What follows belongs to an exercise in optimizing a design on an open flow for a short achievable clock period; a production flow would make more cautious choices. Power and IR drop assume default switching activity.

==> flow/design.v (excerpt) <==
module imu_frame_decoder (
    input  wire        clk,
    input  wire        rst,         
    input  wire        in_valid,
    input  wire [7:0]  in_byte,
    input  wire [31:0] now,
    output reg  [1:0]  fstate,
    output wire [31:0] acc_x,
    output wire [31:0] acc_y,
    output wire [31:0] acc_z,
    output wire [31:0] gyro_x,
    output wire [31:0] gyro_y,
    output wire [31:0] gyro_z,
    output wire [31:0] angle_x,
    output wire [31:0] angle_y,
    output wire [31:0] angle_z,
    output wire [31:0] mag_x,
    output wire [31:0] mag_y,
    output wire [31:0] mag_z,
    output reg  [31:0] temp,
    output reg  [15:0] version,
    output reg  [31:0] ts,
    output reg         valid,
    output reg  [31:0] wd_last
);
For scale: about 8,300 cells after synthesis, roughly 540 I/O pins.
clock: 70.0 ns
lec_check: 0
cap_margin: 40
core_margin: 2
core_utilization: 60
cts_buf_list: sky130_fd_sc_hd__clkbuf_8 sky130_fd_sc_hd__clkbuf_16
cts_cluster_diameter: 120
cts_cluster_size: 24
slew_margin: 40
synth_hierarchical: 1
standard.sh (not shown) runs the stock make flow with config.mk's settings and CLKGATE_MAP_FILE= SYNTH_SCRIPT=/design/flow/synth_recipe.tcl, a recipe that flattens the netlist after the stock synthesis.
==> flow/flow/run.sh <==
#!/bin/bash
# Standard layout (the standard.sh, standard synthesis unchanged), with:
#  - the resizer's setup repair aiming at a larger slack, so it keeps
#    improving paths that already meet the clock,
#  - resizing not held to the same cell footprint,
#  - port buffers of a plain buffer cell instead of a delay cell,
#  - after placement, each output buffer moved next to its register.
set -euo pipefail
ARGS=(SETUP_SLACK_MARGIN=56 MATCH_CELL_FOOTPRINT=0 "BUFFER_PORTS_ARGS=-buffer_cell sky130_fd_sc_hd__buf_4")
bash standard.sh "${ARGS[@]}" place > standard_place.log 2>&1
PLACE_ODB=$(find "$PWD/orfs/results" -name 3_place.odb | head -1)
export PLACE_ODB
openroad -no_init -exit flow/move_obuf.tcl > move_obuf.log 2>&1
bash standard.sh "${ARGS[@]}" finish > standard.log 2>&1
==> flow/flow/move_obuf.tcl <==
# Put each output port's buffer next to the register that drives it, so the
# register drives only a short wire and the buffer drives the long one to the
# pin; then legalize the placement again.
set odb $::env(PLACE_ODB)
read_db $odb
set block [ord::get_db_block]
set moved 0
foreach bt [$block getBTerms] {
  if {[$bt getIoType] ne "OUTPUT"} continue
  set net [$bt getNet]
  if {$net eq "NULL"} continue
  set buf ""
  foreach it [$net getITerms] { if {[$it isOutputSignal]} { set buf [$it getInst] } }
  if {$buf eq ""} continue
  set in ""
  foreach it [$buf getITerms] { if {[$it isInputSignal]} { set in [$it getNet] } }
  if {$in eq "" || $in eq "NULL"} continue
  set ff ""
  foreach it [$in getITerms] { if {[$it isOutputSignal]} { set ff [$it getInst] } }
  if {$ff eq ""} continue
  if {![string match "*df*" [[$ff getMaster] getName]]} continue
  set l [$ff getLocation]
  $buf setLocation [expr {[lindex $l 0] + [[$ff getMaster] getWidth]}] [lindex $l 1]
  $buf setPlacementStatus PLACED
  incr moved
}
puts "moved $moved output buffers"
detailed_placement
check_placement -verbose
write_db $odb
Then changed:
Settings changed: CORE_UTILIZATION 60 to 75, CTS_BUF_LIST sky130_fd_sc_hd__clkbuf_8 sky130_fd_sc_hd__clkbuf_16 to unset.
Outcome: This time the run aborted during 5_1_grt. Area after synthesis stays the same. Synthesized cell count does not change.
Function was not checked in any run of this note: the RTL went through the layout flow alone.


## 10-07
Starting RTL as in the previous note.
==> flow/config.mk <==
export PLATFORM = sky130hd
export DESIGN_NAME = imu_frame_decoder
export DESIGN_NICKNAME = imu_frame_decoder
export VERILOG_FILES = /design/flow/design.v
export SDC_FILE = /design/flow/constraint.sdc
export NUM_CORES = 4
export LEC_CHECK = 0
export CAP_MARGIN = 40
export CORE_MARGIN = 2
export CORE_UTILIZATION = 60
export CTS_CLUSTER_DIAMETER = 120
export CTS_CLUSTER_SIZE = 24
export SLEW_MARGIN = 40
export SYNTH_HIERARCHICAL = 1
==> flow/constraint.sdc <==
create_clock -name core_clock -period 70.0 [get_ports {clk}]
set_input_delay 14.0000 -clock core_clock [delete_from_list [all_inputs] [get_ports {clk}]]
set_output_delay 14.0000 -clock core_clock [all_outputs]
set_load 0.01 [all_outputs]
Scripts as last shown in full above: flow/flow/run.sh, flow/flow/move_obuf.tcl
For 02-16, these inputs were changed with respect to 10-07:
==> flow/flow/run.sh <==
#!/bin/bash
# Standard layout (the standard.sh, standard synthesis unchanged), with:
#  - the resizer's setup repair aiming at a larger slack, so it keeps
#    improving paths that already meet the clock,
#  - resizing not held to the same cell footprint,
#  - port buffers of a plain buffer cell instead of a delay cell.
set -euo pipefail
bash standard.sh \
  SETUP_SLACK_MARGIN=56 \
  MATCH_CELL_FOOTPRINT=0 \
  "BUFFER_PORTS_ARGS=-buffer_cell sky130_fd_sc_hd__buf_4" \
  finish > standard.log 2>&1
removed: flow/flow/move_obuf.tcl
## What came out
The higher met1 track utilization from global routing came out of 10-07.
Relative to 10-07, layout overhead on the synthesized area has gone down in 02-16.
From 10-07 to 02-16 the numbers moved as follows: overall routed net length lower, leakage power lower, relative contribution of the clock network to total power lower, non-clock buffer share of cell area lower.
The combinational share of power in 02-16 was higher than what 10-07 gave.
Measured against each other, 10-07 and 02-16 differ in depth of the critical timing path with buffers and inverters included, the lower figure coming from 02-16.
Diff 10-07 and 02-16: non-clock buffer count lower in 02-16
02-16 against 10-07: internal power summed over all cells +0.36%; count of clock-buffer cells in the layout -1.
No run of this note included a check of the RTL's function; only the layout flow was run.

-- port drivers added, routing unchanged --
The results above use ideal ports. As a check the final layouts listed here were re-extracted and re-timed, cells and wires unchanged. Step 1 sets driving cells, clkbuf_16 on the clock port and buf_2 on the other inputs (assumed; they add their load-dependent delay and slew). Step 2, shift: input delay + t, output delay - t, t = (earliest + latest rising clock arrival at the registers) / 2. This alone moves slack from input paths to output paths. Three values: no drivers, after step 1, after step 2; two values: the first two.
| run | t (ns) | setup WS [ns] | slew at the worst register clock pin (ns) | worst slew at a driven data input, ns |
|---|---|---|---|---|
| the first run of note 1 | 0.788 | 54.573 / 54.470 / 53.681 | 0.11 / 0.11 | 0.40 |
| 10-07 | 0.797 | 54.727 / 54.548 / 53.751 | 0.12 / 0.12 | 0.35 |
| 02-16 | 0.793 | 54.561 / 54.325 / 53.532 | 0.12 / 0.12 | 0.40 |
After both steps setup and hold are still met in every run listed. For 02-16, which loses most, drivers alone change the setup slack by -0.236 ns; drivers and shift together by -1.029 ns.
